From an optimization exercise on the open Yosys and OpenROAD flow, aimed at small area, a short achievable clock period and few clock cycles; shortcuts taken in it are not production practice. Only simulation tests tie the RTL to the original design; equivalence was not proved. Power and IR drop assume default switching activity.

$ cat design/flow/config.mk
export PLATFORM = sky130hd
export DESIGN_NAME = usbasp_seq
export DESIGN_NICKNAME = usbasp_seq
export VERILOG_FILES = /design/flow/design.v
export SDC_FILE = /design/flow/constraint.sdc
export NUM_CORES = 4
export LEC_CHECK = 0
export CAP_MARGIN = 20
export CORE_MARGIN = 2
export CORE_UTILIZATION = 40
export PLACE_DENSITY = 0.6
export SLEW_MARGIN = 20
$ cat design/flow/constraint.sdc
create_clock -name core_clock -period 8.0 [get_ports {clk}]
set_input_delay 1.6000 -clock core_clock [delete_from_list [all_inputs] [get_ports {clk}]]
set_output_delay 1.6000 -clock core_clock [all_outputs]
set_load 0.01 [all_outputs]
$ cat design/flow/run.sh
#!/bin/bash
# synth_recipe.tcl (not shown) runs the flow's synth.tcl, then flattens the netlist and writes it again
# the make line also repeats each setting of config.mk as NAME=value (left out here)
make -C /OpenROAD-flow-scripts/flow DESIGN_CONFIG=/design/flow/config.mk WORK_HOME=/design/flow/orfs CLKGATE_MAP_FILE= SYNTH_SCRIPT=/design/flow/synth_recipe.tcl finish
$ cat design/flow/design.v
module usbasp_seq (
    input  wire        clk,
    input  wire        rst,
    input  wire        req_valid,
    output wire        req_ready,
    input  wire [1:0]  req_kind,       
    input  wire [63:0] req_data,       
    input  wire [3:0]  req_len,        
    output reg         rsp_valid,
    output reg  [2:0]  rsp_code,
    output reg  [3:0]  rsp_len,
    output wire [63:0] rsp_data,
    output wire        tgt_valid,
    input  wire        tgt_ready,
    output reg  [4:0]  tgt_op,
    output wire [31:0] tgt_addr,
    output wire [63:0] tgt_wdata,
    output wire [3:0]  tgt_len,
    input  wire [63:0] tgt_rdata,
    input  wire        rx_evt,
    input  wire [7:0]  rx_byte,
    input  wire        tx_evt,
    output wire        line_tx_valid,
    output wire [7:0]  line_tx_data,
    output reg         chan_en,
    output reg         rx_irq_en,
    output reg         tx_irq_en,
    output reg  [15:0] cfg_baud,
    output reg  [5:0]  cfg_mode
);
    localparam [2:0] R_REPLY = 3'd0, R_MOREPKT = 3'd1, R_DATA = 3'd2,
                     R_MORE  = 3'd3, R_DONE    = 3'd4, R_NOTREADY = 3'd5;
    localparam [4:0] E_ISP_CONNECT    = 5'd1,
                     E_ISP_DISCONNECT = 5'd2,
                     E_ISP_XFER       = 5'd3,
                     E_ISP_ENTERPROG  = 5'd4,
                     E_ISP_SETSCK     = 5'd5,
                     E_ISP_RDFLASH    = 5'd6,
                     E_ISP_RDEEPROM   = 5'd7,
                     E_ISP_WRFLASH_I  = 5'd8,
                     E_ISP_WRFLASH_P  = 5'd9,
                     E_ISP_FLUSHPAGE  = 5'd10,
                     E_ISP_WREEPROM   = 5'd11,
                     E_TPI_CONNECT    = 5'd12,
                     E_TPI_DISCONNECT = 5'd13,
                     E_TPI_RECV       = 5'd14,
                     E_TPI_SEND       = 5'd15,
                     E_TPI_RDBLOCK    = 5'd16,
                     E_TPI_WRBLOCK    = 5'd17;
    localparam [1:0] SUB_FLASH = 2'd0, SUB_EEPROM = 2'd1, SUB_TPI = 2'd2, SUB_UART = 2'd3;
    reg         busy;         
    reg         tv;           
    reg         cmd;          
    reg  [2:0]  mode;         
    reg  [4:0]  cev;          
    reg  [3:0]  idx;          
    reg  [3:0]  cnt;          
    reg         flush_ph;     
    reg  [63:0] dbuf;         
    reg  [3:0]  op;
    reg  [31:0] cursor;
    reg  [15:0] remaining;
    reg  [11:0] page_size;
    reg  [15:0] page_counter;
    reg         blk_last;
    reg         long_mode;
    reg  [7:0]  rx_buf [0:15];
    reg  [3:0]  rx_w, rx_r;
    reg  [7:0]  tx_buf [0:15];
    reg  [3:0]  tx_w, tx_r;
    assign rsp_data  = dbuf;
    assign req_ready = !busy;
    assign tgt_valid = tv;
    assign tgt_addr  = cursor;
    assign tgt_len   = cnt;
    wire        rx_empty = (rx_w == rx_r);
    wire        rx_one   = (rx_w == rx_r + 4'd1);
    wire        rx_full_w = ((rx_w + 4'd1) == rx_r);
    wire        tx_empty = (tx_w == tx_r);
    wire        tx_full  = ((tx_w + 4'd1) == tx_r);
    wire        tx_last  = ((tx_w + 4'd2) == tx_r);    
    wire [3:0]  tx_free  = tx_r - tx_w - 4'd1;
    assign line_tx_valid = tx_evt && tx_irq_en && !tx_empty;
    assign line_tx_data  = tx_buf[tx_r];
    wire [7:0]  bsel = dbuf[idx*8 +: 8];
    assign tgt_wdata = {dbuf[63:16], idx[0] ? dbuf[23:16] : dbuf[15:8], bsel};
    always @(*) begin
        if (cmd)
            tgt_op = cev;
        else case (mode)
            {1'b0, SUB_FLASH}:  tgt_op = E_ISP_RDFLASH;
            {1'b0, SUB_EEPROM}: tgt_op = E_ISP_RDEEPROM;
            {1'b0, SUB_TPI}:    tgt_op = E_TPI_RDBLOCK;
            {1'b1, SUB_FLASH}:  tgt_op = flush_ph ? E_ISP_FLUSHPAGE :
                                         (page_size == 12'd0) ? E_ISP_WRFLASH_I : E_ISP_WRFLASH_P;
            {1'b1, SUB_EEPROM}: tgt_op = E_ISP_WREEPROM;
            {1'b1, SUB_TPI}:    tgt_op = E_TPI_WRBLOCK;
            default:            tgt_op = 5'd0;
        endcase
    end
    wire        acc     = req_valid && !busy;
    wire [7:0]  opcode  = req_data[7:0];
    wire [15:0] addr16  = req_data[23:8];
    wire [7:0]  param_a = req_data[31:24];
    wire [7:0]  param_b = req_data[39:32];
    wire [15:0] len16   = req_data[55:40];
    wire        op_read  = op[3] && !op[2];
    wire        op_write = op[3] &&  op[2];
    wire [3:0]  k_req = (remaining < {12'd0, req_len}) ? remaining[3:0] : req_len;
    wire        setup_acc = acc && req_kind == 2'd0;
    wire        fill_acc  = acc && req_kind == 2'd1;
    wire        drain_acc = acc && req_kind[1];
    wire        urx_acc   = fill_acc  && op_read  && op[1:0] == SUB_UART;
    wire        utx_acc   = drain_acc && op_write && op[1:0] == SUB_UART;
    wire        urx_run   = busy && !cmd && mode == {1'b0, SUB_UART};
    wire        utx_run   = busy && !cmd && mode == {1'b1, SUB_UART};
    wire        urx_on    = urx_acc || urx_run;
    wire        utx_on    = utx_acc || utx_run;
    wire [3:0]  r_pos     = busy ? idx : 4'd0;
    wire [3:0]  r_lim     = busy ? cnt : k_req;
    wire        r_more    = (r_pos != r_lim);
    wire        can_pop   = r_more && !rx_empty;
    wire        can_push  = r_more && !tx_full;
    wire [3:0]  r_pos1    = r_pos + 4'd1;
    wire        pop_done  = !can_pop  || r_pos1 == r_lim || rx_one;
    wire        push_done = !can_push || r_pos1 == r_lim || tx_last;
    wire [7:0]  push_byte = busy ? bsel : req_data[7:0];
    wire [3:0]  pop_len   = can_pop ? r_pos1 : r_pos;
    wire        push_zero = can_push ? (remaining == 16'd1) : (remaining == 16'd0);
    wire        ev_acc    = tv && tgt_ready;
    wire        last_byte = (idx + 4'd1 == cnt);
    wire        paged     = (page_size != 12'd0);
    wire [15:0] pc_dec    = paged ? (page_counter - 16'd1) : page_counter;
    wire        page_full = paged && (pc_dec == 16'd0);
    wire [15:0] pc_next   = page_full ? {4'd0, page_size} : pc_dec;
    wire        rem_one   = (remaining == 16'd1);
    wire        forced    = rem_one && blk_last && (pc_next != {4'd0, page_size});
    integer i;
    always @(posedge clk) begin
        rsp_valid <= 1'b0;
        if (rx_evt && rx_irq_en && !rx_full_w) begin
            rx_buf[rx_w] <= rx_byte;
            rx_w         <= rx_w + 4'd1;
        end
        if (tx_evt && tx_irq_en) begin
            if (!tx_empty)
                tx_r <= tx_r + 4'd1;
            else
                tx_irq_en <= 1'b0;
        end
        if (acc) begin
            busy     <= 1'b1;
            cmd      <= 1'b0;
            mode     <= op[2:0];
            idx      <= 4'd0;
            cnt      <= k_req;
            flush_ph <= 1'b0;
            if (req_kind == 2'd0) begin
                dbuf <= req_data;
                cmd  <= 1'b1;
                idx  <= 4'd1;
                case (opcode)
                    8'd1:  begin cev <= E_ISP_CONNECT;    tv <= 1'b1; end
                    8'd2:  begin cev <= E_ISP_DISCONNECT; tv <= 1'b1; end
                    8'd3:  begin cev <= E_ISP_XFER;       tv <= 1'b1; end
                    8'd5:  begin cev <= E_ISP_ENTERPROG;  tv <= 1'b1; end
                    8'd10: begin cev <= E_ISP_SETSCK;     tv <= 1'b1; end
                    8'd11: begin cev <= E_TPI_CONNECT;    tv <= 1'b1; end
                    8'd12: begin cev <= E_TPI_DISCONNECT; tv <= 1'b1; end
                    8'd13: begin cev <= E_TPI_RECV;       tv <= 1'b1; end
                    8'd14: begin cev <= E_TPI_SEND;       tv <= 1'b1; end
                    8'd9: begin
                        cursor    <= req_data[39:8];
                        long_mode <= 1'b1;
                        busy <= 1'b0; rsp_valid <= 1'b1; rsp_code <= R_REPLY; rsp_len <= 4'd0;
                    end
                    8'd4, 8'd7, 8'd6, 8'd8, 8'd15, 8'd16: begin
                        if (!long_mode)
                            cursor <= {16'd0, addr16};
                        remaining <= len16;
                        case (opcode)
                            8'd4:  op <= {2'b10, SUB_FLASH};
                            8'd7:  op <= {2'b10, SUB_EEPROM};
                            8'd15: op <= {2'b10, SUB_TPI};
                            8'd16: op <= {2'b11, SUB_TPI};
                            8'd8: begin
                                op        <= {2'b11, SUB_EEPROM};
                                page_size <= 12'd0;
                                blk_last  <= 1'b0;
                            end
                            default: begin
                                op        <= {2'b11, SUB_FLASH};
                                page_size <= {param_b[7:4], param_a};
                                blk_last  <= param_b[1];
                                if (param_b[0])
                                    page_counter <= {4'd0, param_b[7:4], param_a};
                            end
                        endcase
                        busy <= 1'b0; rsp_valid <= 1'b1; rsp_code <= R_MOREPKT; rsp_len <= 4'd0;
                    end
                    8'd64, 8'd65: begin
                        remaining <= len16;
                        op        <= opcode[0] ? {2'b10, SUB_UART} : {2'b11, SUB_UART};
                        busy <= 1'b0; rsp_valid <= 1'b1; rsp_code <= R_MOREPKT; rsp_len <= 4'd0;
                    end
                    8'd60: begin
                        rx_r      <= rx_w;
                        tx_r      <= tx_w;
                        cfg_baud  <= addr16;
                        cfg_mode  <= param_a[5:0];
                        chan_en   <= 1'b1;
                        rx_irq_en <= 1'b1;
                        tx_irq_en <= 1'b0;
                        busy <= 1'b0; rsp_valid <= 1'b1; rsp_code <= R_REPLY; rsp_len <= 4'd0;
                    end
                    8'd61: begin
                        tx_r <= tx_w;
                        busy <= 1'b0; rsp_valid <= 1'b1; rsp_code <= R_REPLY; rsp_len <= 4'd0;
                    end
                    8'd62: begin
                        rx_r <= rx_w;
                        busy <= 1'b0; rsp_valid <= 1'b1; rsp_code <= R_REPLY; rsp_len <= 4'd0;
                    end
                    8'd63: begin
                        chan_en   <= 1'b0;
                        rx_irq_en <= 1'b0;
                        tx_irq_en <= 1'b0;
                        busy <= 1'b0; rsp_valid <= 1'b1; rsp_code <= R_REPLY; rsp_len <= 4'd0;
                    end
                    8'd66: begin
                        dbuf[15:0] <= {tx_free, 8'd0};
                        busy <= 1'b0; rsp_valid <= 1'b1; rsp_code <= R_REPLY; rsp_len <= 4'd2;
                    end
                    8'd127: begin
                        dbuf[31:0] <= 32'h0000_0041;
                        busy <= 1'b0; rsp_valid <= 1'b1; rsp_code <= R_REPLY; rsp_len <= 4'd4;
                    end
                    default: begin
                        busy <= 1'b0; rsp_valid <= 1'b1; rsp_code <= R_REPLY; rsp_len <= 4'd0;
                    end
                endcase
            end else if (req_kind == 2'd1) begin
                if (!op_read) begin
                    busy <= 1'b0; rsp_valid <= 1'b1; rsp_code <= R_NOTREADY; rsp_len <= 4'd0;
                end else if (op[1:0] != SUB_UART) begin
                    if (k_req == 4'd0) begin
                        op   <= 4'd0;
                        busy <= 1'b0; rsp_valid <= 1'b1; rsp_code <= R_DATA; rsp_len <= 4'd0;
                    end else
                        tv <= 1'b1;
                end
            end else begin
                dbuf <= req_data;
                if (!op_write) begin
                    busy <= 1'b0; rsp_valid <= 1'b1; rsp_code <= R_NOTREADY; rsp_len <= 4'd0;
                end else if (op[1:0] != SUB_UART) begin
                    if (k_req == 4'd0) begin
                        if (remaining == 16'd0) begin
                            op <= 4'd0; rsp_code <= R_DONE;
                        end else
                            rsp_code <= R_MORE;
                        busy <= 1'b0; rsp_valid <= 1'b1;
                    end else
                        tv <= 1'b1;
                end
            end
        end
        if (urx_on) begin
            if (can_pop) begin
                dbuf[r_pos*8 +: 8] <= rx_buf[rx_r];
                rx_r      <= rx_r + 4'd1;
                remaining <= remaining - 16'd1;
                idx       <= r_pos1;
            end
            if (pop_done) begin
                busy      <= 1'b0;
                rsp_valid <= 1'b1;
                rsp_code  <= R_DATA;
                rsp_len   <= pop_len;
                if (pop_len != 4'd8)
                    op <= 4'd0;
            end
        end
        if (utx_on) begin
            if (can_push) begin
                tx_buf[tx_w] <= push_byte;
                tx_w      <= tx_w + 4'd1;
                tx_irq_en <= 1'b1;
                remaining <= remaining - 16'd1;
                idx       <= r_pos1;
            end
            if (push_done) begin
                busy      <= 1'b0;
                rsp_valid <= 1'b1;
                rsp_code  <= push_zero ? R_DONE : R_MORE;
                if (push_zero)
                    op <= 4'd0;
            end
        end
        if (ev_acc) begin
            if (cmd) begin
                case (cev)
                    E_ISP_XFER: begin
                        dbuf[(idx-4'd1)*8 +: 8] <= tgt_rdata[7:0];
                        idx <= idx + 4'd1;
                        if (idx == 4'd4) begin
                            tv <= 1'b0; busy <= 1'b0; rsp_valid <= 1'b1;
                            rsp_code <= R_REPLY; rsp_len <= 4'd4;
                        end
                    end
                    E_ISP_ENTERPROG, E_TPI_RECV: begin
                        dbuf[7:0] <= tgt_rdata[7:0];
                        tv <= 1'b0; busy <= 1'b0; rsp_valid <= 1'b1;
                        rsp_code <= R_REPLY; rsp_len <= 4'd1;
                    end
                    E_ISP_SETSCK: begin
                        dbuf[7:0] <= 8'd0;
                        tv <= 1'b0; busy <= 1'b0; rsp_valid <= 1'b1;
                        rsp_code <= R_REPLY; rsp_len <= 4'd1;
                    end
                    E_ISP_DISCONNECT, E_TPI_DISCONNECT: begin
                        op        <= 4'd0;
                        long_mode <= 1'b0;
                        tv <= 1'b0; busy <= 1'b0; rsp_valid <= 1'b1;
                        rsp_code <= R_REPLY; rsp_len <= 4'd0;
                    end
                    default: begin
                        tv <= 1'b0; busy <= 1'b0; rsp_valid <= 1'b1;
                        rsp_code <= R_REPLY; rsp_len <= 4'd0;
                    end
                endcase
            end else begin
                case (mode)
                    {1'b0, SUB_TPI}: begin
                        dbuf      <= tgt_rdata;
                        cursor    <= cursor + {28'd0, cnt};
                        remaining <= remaining - {12'd0, cnt};
                        tv <= 1'b0; busy <= 1'b0; rsp_valid <= 1'b1;
                        rsp_code <= R_DATA; rsp_len <= cnt;
                        if (cnt != 4'd8) op <= 4'd0;
                    end
                    {1'b1, SUB_TPI}: begin
                        cursor    <= cursor + {28'd0, cnt};
                        remaining <= remaining - {12'd0, cnt};
                        tv <= 1'b0; busy <= 1'b0; rsp_valid <= 1'b1;
                        if (remaining == {12'd0, cnt}) begin
                            op <= 4'd0; rsp_code <= R_DONE;
                        end else
                            rsp_code <= R_MORE;
                    end
                    {1'b1, SUB_FLASH}: begin
                        if (!flush_ph) begin
                            page_counter <= pc_next;
                            remaining    <= remaining - 16'd1;
                        end
                        if (!flush_ph && (page_full || forced)) begin
                            flush_ph <= 1'b1;
                        end else begin
                            flush_ph <= 1'b0;
                            cursor   <= cursor + 32'd1;
                            idx      <= idx + 4'd1;
                            if (last_byte) begin
                                tv <= 1'b0; busy <= 1'b0; rsp_valid <= 1'b1;
                                if (flush_ph ? (remaining == 16'd0) : rem_one) begin
                                    op <= 4'd0; rsp_code <= R_DONE;
                                end else
                                    rsp_code <= R_MORE;
                            end
                        end
                    end
                    {1'b1, SUB_EEPROM}: begin
                        remaining <= remaining - 16'd1;
                        cursor    <= cursor + 32'd1;
                        idx       <= idx + 4'd1;
                        if (last_byte) begin
                            tv <= 1'b0; busy <= 1'b0; rsp_valid <= 1'b1;
                            if (rem_one) begin
                                op <= 4'd0; rsp_code <= R_DONE;
                            end else
                                rsp_code <= R_MORE;
                        end
                    end
                    default: begin  
                        dbuf[idx*8 +: 8] <= tgt_rdata[7:0];
                        cursor    <= cursor + 32'd1;
                        remaining <= remaining - 16'd1;
                        idx       <= idx + 4'd1;
                        if (last_byte) begin
                            tv <= 1'b0; busy <= 1'b0; rsp_valid <= 1'b1;
                            rsp_code <= R_DATA; rsp_len <= cnt;
                            if (cnt != 4'd8) op <= 4'd0;
                        end
                    end
                endcase
            end
        end
        if (rst) begin
            busy      <= 1'b0;
            tv        <= 1'b0;
            rsp_valid <= 1'b0;
            op        <= 4'd0;
            long_mode <= 1'b0;
            rx_w      <= 4'd0;
            rx_r      <= 4'd0;
            tx_w      <= 4'd0;
            tx_r      <= 4'd0;
            chan_en   <= 1'b0;
            rx_irq_en <= 1'b0;
            tx_irq_en <= 1'b0;
        end
    end
endmodule
==> PnR_summary.wiki <==
{| class="wikitable"
! Metric !! Value
|-
| Number of warnings issued by yosys || 1
|-
| Die area || 0.07449 sq mm
|-
| Setup repair after global routing missed its margin || no
|-
| Yosys reg bits || 469
|-
| Shortest period the worst path allows || 5.772 ns
|-
| Seq/Total Area, Yosys || 42.94%
|-
| Clk slew on worst S/H paths || 0.06 ns
|-
| Gate Count Post-Synth || 2987
|-
| Most frequent cells in the layout || sky130_fd_sc_hd__clkdlybuf4s50_1 (360), sky130_fd_sc_hd__nand2_1 (306), sky130_fd_sc_hd__edfxtp_1 (303)
|-
| Post-synthesis share of cell area spent on full adders, half adders and majority gates || 2.154%
|-
| Parity-gate share of the synthesized area counting xor and xnor cells || 3.391%
|-
| Clock root buffer || sky130_fd_sc_hd__clkbuf_16
|-
| Number of nets at the end of the flow || 3406
|-
| Max-cap violations || 0
|-
| Weighted congestion reported at the end of routability-driven placement || 1.003
|-
| Starting utilization of the core area || 40.47%
|-
| Sinks on Clock Net || 469
|-
| Count of filler cells inserted in the layout || 6593
|-
| Drc violations || 0
|-
| First-pass DRT Iterations || 8
|-
| Final setup violation count || 0
|-
| Via total after detailed routing || 27.26k
|-
| Proportion of power drawn by combinational gates || 21.6%
|-
| Vertical die dimension || 272.9 um
|-
| Type of the setup path with the least slack || reg2reg
|-
| Net count after synthesis || 3183
|-
| Pwr/cell area || 200.8 mW/mm^2
|-
| Post-synthesis compound-gate area fraction || 19.72%
|-
| Required time worst endpoint || 8.52 ns
|-
| EDFF count, synth || 303
|-
| Number of global-route vias before repair || 25.88k
|-
| Final count of hold timing violations || 0
|-
| Skew-Pair Late Insertion Delay || 0.66 ns
|-
| Buffers from clock root to sink, at most || 3
|-
| Count of antenna-violating nets left after detailed routing || 0
|-
| Area of combinational cells with multiple inputs || 0.01514 sq mm
|-
| VDD IR-drop max || 0.0001715 V
|-
| Mapped Avg Cell Area || 9.685 sq um
|-
| Clock tree from TritonCTS || yes
|-
| Maximum level of the CTS H-tree || 2
|-
| Measured slew at the worst slew-check pin || 1.217 ns
|-
| Number of placed I/O pins || 361
|-
| HPWL after DPL || 89670 um
|-
| Most frequent standard cell in the layout excluding fill and tap cells || sky130_fd_sc_hd__clkdlybuf4s50_1
|-
| Wire length of the first global-routing pass || 177800 um
|-
| Final total negative setup slack || 0 ns
|-
| Post-synthesis share of cell area spent on and, or, nand and nor gates || 15.94%
|-
| Most used flip-flop cell after synthesis || sky130_fd_sc_hd__edfxtp_1
|-
| Proportion of power drawn by flip-flops and latches || 41.1%
|-
| Fraction of final layout cells sized beyond drive strength 1 || 9.527%
|-
| F_max || 173.2 MHz
|-
| Synthesis-to-finish area growth || 20.63%
|-
| Status || finished clean
|-
| Hold-fix buffer count after cts || 0
|-
| Arrival time worst endpoint || 6.29 ns
|-
| Tot GR Track Use || 32.11%
|-
| Max-slew headroom at the worst pin || 18.77%
|-
| Post-Route Utilization || 48.82%
|-
| PnR worst setup slack || 2.228 ns
|-
| Main combinational cell family by area after synthesis || compound AO/OA/AOI/OAI gates
|-
| Sw power || 2160 uW
|-
| Asr flop ratio synth || 0%
|-
| Pre-CTS worst setup slack || 1.948 ns
|-
| Seq. cell area || 0.01243 sq mm
|-
| Clock power frac || 37.3%
|-
| Port Buffers || 360
|-
| Std-Cell Rows || 98
|-
| Area of the core || 0.07149 sq mm
|-
| Multiplexer area fraction after synthesis || 10.91%
|-
| Critical path launch point type || flop
|-
| Period Utilization, post-route || 72.15%
|-
| Post-CTS setup buffer count || 0
|-
| Number of clock buffers inserted by TritonCTS || 55
|-
| Number of cells upsized or downsized after cts || 0
|-
| Type of element capturing the critical path || flop
|-
| Synth unique cells || 90
|-
| Cell Count Post-Placement || 4101
|-
| Switching part of the total power || 30.82%
|-
| Global-route congestion overflow total || 0
|-
| Cell area after synthesis || 0.02893 sq mm
|-
| Reported leakage power || 0.01182 uW
|-
| Via count normalized by instance count || 6.483
|-
| Final-report max-slew violation count || 0
|-
| Routed wirelength normalized by instance count || 29.37 um
|-
| Internal portion of total power || 4847 uW
|-
| Number of antenna violations at the first check in global routing || 10
|-
| Filler-free cell count of the finished design || 4205
|-
| Total detailed-routing wirelength || 123500 um
|-
| Worst-path fanout max || 27
|-
| Detailed Route Iter0 Violations || 3800
|-
| Die W || 272.9 um
|-
| Largest net degree at the start of global routing || 55
|-
| Skew final || 0.04482 ns
|-
| Hold WC Path Type || reg2reg
|}
-- worst max-delay path, stage by stage, from the launching register on --
cell,delay (ns)
sky130_fd_sc_hd__dfxtp_2,0.74
sky130_fd_sc_hd__inv_1,0.18
sky130_fd_sc_hd__ha_1,0.57
sky130_fd_sc_hd__nand2_1,0.24
sky130_fd_sc_hd__or3_1,0.37
sky130_fd_sc_hd__ha_1,0.29
sky130_fd_sc_hd__or4b_2,0.64
sky130_fd_sc_hd__nor4_1,0.26
sky130_fd_sc_hd__o21ai_0,0.17
sky130_fd_sc_hd__nor4b_1,0.46
sky130_fd_sc_hd__nor2b_1,0.52
sky130_fd_sc_hd__nand2_1,0.17
sky130_fd_sc_hd__a21oi_1,0.59
sky130_fd_sc_hd__o21ai_0,0.22
sky130_fd_sc_hd__a22o_1,0.25
-- metrics by stage --
step	power, uW	hold slack [ns]	area (sq um)
after floorplan	3700	0.4609	28930
after global placement	4378	0.4907	33020
after detailed placement	4387	0.4996	33030
after CTS	6991	0.5189	34880
after global routing	7213	0.5432	34890
final	7007	0.5235	34900
-- flip-flops by register name (all words and copies together), names as in the netlist, 4 cells and up --
register      flops
dbuf             64
rx_buf          128
idx               4
remaining        16
tx_r              4
cursor           32
rsp_len           4
page_size        12
op                4
rx_w              4
cev               4
tx_buf          128
cfg_baud         16
cnt               4
rx_r              4
page_counter     16
cfg_mode          6
tx_w              4
-- power by group through the flow --
stage | combinational, uW | sequential (uW) | clock, uW
after floorplan | 883 | 2820 | 0
after global placement | 1460 | 2920 | 0
after detailed placement | 1470 | 2920 | 0
after CTS | 1480 | 2870 | 2640
after global routing | 1600 | 2880 | 2730
final | 1520 | 2880 | 2610
-- final timing paths --
check,start,to,slack (ns),cells past startpoint
setup reg to reg,idx[0],dbuf[23],2.23,14
setup / recovery,idx[0],dbuf[23],2.23,14
hold reg to reg,op[0],mode[0],0.52,0
hold / removal,op[0],mode[0],0.52,0
-- final cells by class --
cell class	count	area share, %
inverters	66	0.7099
clock inverters	34	1.208
well taps	950	3.406
clock buffers	67	4.073
flip-flops and latches	469	35.61
multi-input cells	2198	43.38
repair buffers	420	11.61
diodes	1	0.007171
-- cells in the mapped netlist, types with 9 or more instances --
cell | count | area (sq um)
sky130_fd_sc_hd__nand2_1 | 308 | 1156
sky130_fd_sc_hd__edfxtp_1 | 303 | 9099
sky130_fd_sc_hd__nor2_1 | 278 | 1044
sky130_fd_sc_hd__o21ai_0 | 215 | 1076
sky130_fd_sc_hd__a21oi_1 | 199 | 996.0
sky130_fd_sc_hd__dfxtp_1 | 166 | 3323
sky130_fd_sc_hd__clkbuf_1 | 159 | 596.8
sky130_fd_sc_hd__mux4_2 | 96 | 2162
sky130_fd_sc_hd__nand3_1 | 75 | 375.4
sky130_fd_sc_hd__mux2i_1 | 70 | 700.7
sky130_fd_sc_hd__o22ai_1 | 67 | 419.2
sky130_fd_sc_hd__inv_1 | 65 | 244.0
sky130_fd_sc_hd__nor3_1 | 60 | 300.3
sky130_fd_sc_hd__xnor2_1 | 56 | 490.5
sky130_fd_sc_hd__xor2_1 | 56 | 490.5
sky130_fd_sc_hd__a22oi_1 | 51 | 382.9
sky130_fd_sc_hd__buf_4 | 49 | 367.9
sky130_fd_sc_hd__o221ai_1 | 48 | 420.4
sky130_fd_sc_hd__ha_1 | 45 | 563.0
sky130_fd_sc_hd__o211ai_1 | 39 | 292.8
sky130_fd_sc_hd__nor2b_1 | 35 | 219.0
sky130_fd_sc_hd__and3_1 | 34 | 212.7
sky130_fd_sc_hd__and2_1 | 33 | 206.5
sky130_fd_sc_hd__a31oi_1 | 32 | 200.2
sky130_fd_sc_hd__nand4_1 | 31 | 193.9
sky130_fd_sc_hd__a221o_1 | 25 | 250.2
sky130_fd_sc_hd__buf_1 | 25 | 93.84
sky130_fd_sc_hd__mux2_2 | 25 | 281.5
sky130_fd_sc_hd__nand2b_1 | 25 | 156.4
sky130_fd_sc_hd__nor4_1 | 23 | 143.9
sky130_fd_sc_hd__a22o_1 | 21 | 183.9
sky130_fd_sc_hd__or3_1 | 20 | 125.1
sky130_fd_sc_hd__a211oi_1 | 19 | 142.6
sky130_fd_sc_hd__buf_2 | 18 | 90.09
sky130_fd_sc_hd__a21o_1 | 15 | 112.6
sky130_fd_sc_hd__o32ai_1 | 13 | 113.9
sky130_fd_sc_hd__o2bb2ai_1 | 12 | 105.1
sky130_fd_sc_hd__o31ai_1 | 12 | 90.09
sky130_fd_sc_hd__o221a_2 | 9 | 101.4
-- logic make-up after synthesis --
family,after synthesis
fa+ha+maj,48
buf+inv,320
mux,192
flops,469
simple gates,979
xor+xnor,112
compound gates,867
-- layer usage --
| layer | vias to the layer above | routed length, um | track usage (%) |
|---|---|---|---|
| met5 | - | 80 | 0 |
| met4 | 12 | 7034 | 15.78 |
| met3 | 378 | 12020 | 6.001 |
| met2 | 1706 | 53400 | 48.36 |
| met1 | 13430 | 50960 | 44.38 |
| li1 | 11733 | - | - |
Testbench counts, summed over its fixed seeds: cycles 23,014.

afterwards: timing with drivers on the ports:
How much do the figures lean on ideal ports? The routed layout below was timed once more, with nothing changed but the port constraints. Step 1 sets driving cells, clkbuf_16 on the clock port and buf_2 on the other inputs (assumed; they add their load-dependent delay and slew). Step 2 times the ports against the registers' clock, not the clock port: input delays grow and output delays shrink by t, the midpoint of the rising clock arrivals with the driver on. Three values: ideal ports, drivers, drivers and shift; two values: the first two.
t (ns): 0.705
setup slack, ns: 2.228 / 2.228 / 1.875
hold WS [ns]: 0.523 / 0.523 / 0.523
worst setup path after step 2: input to register
pins driven straight from the clock port: 1
After both steps this run still meets setup and hold. The setup slack of this run moves by 0.000 ns with the drivers and by -0.353 ns with both steps.
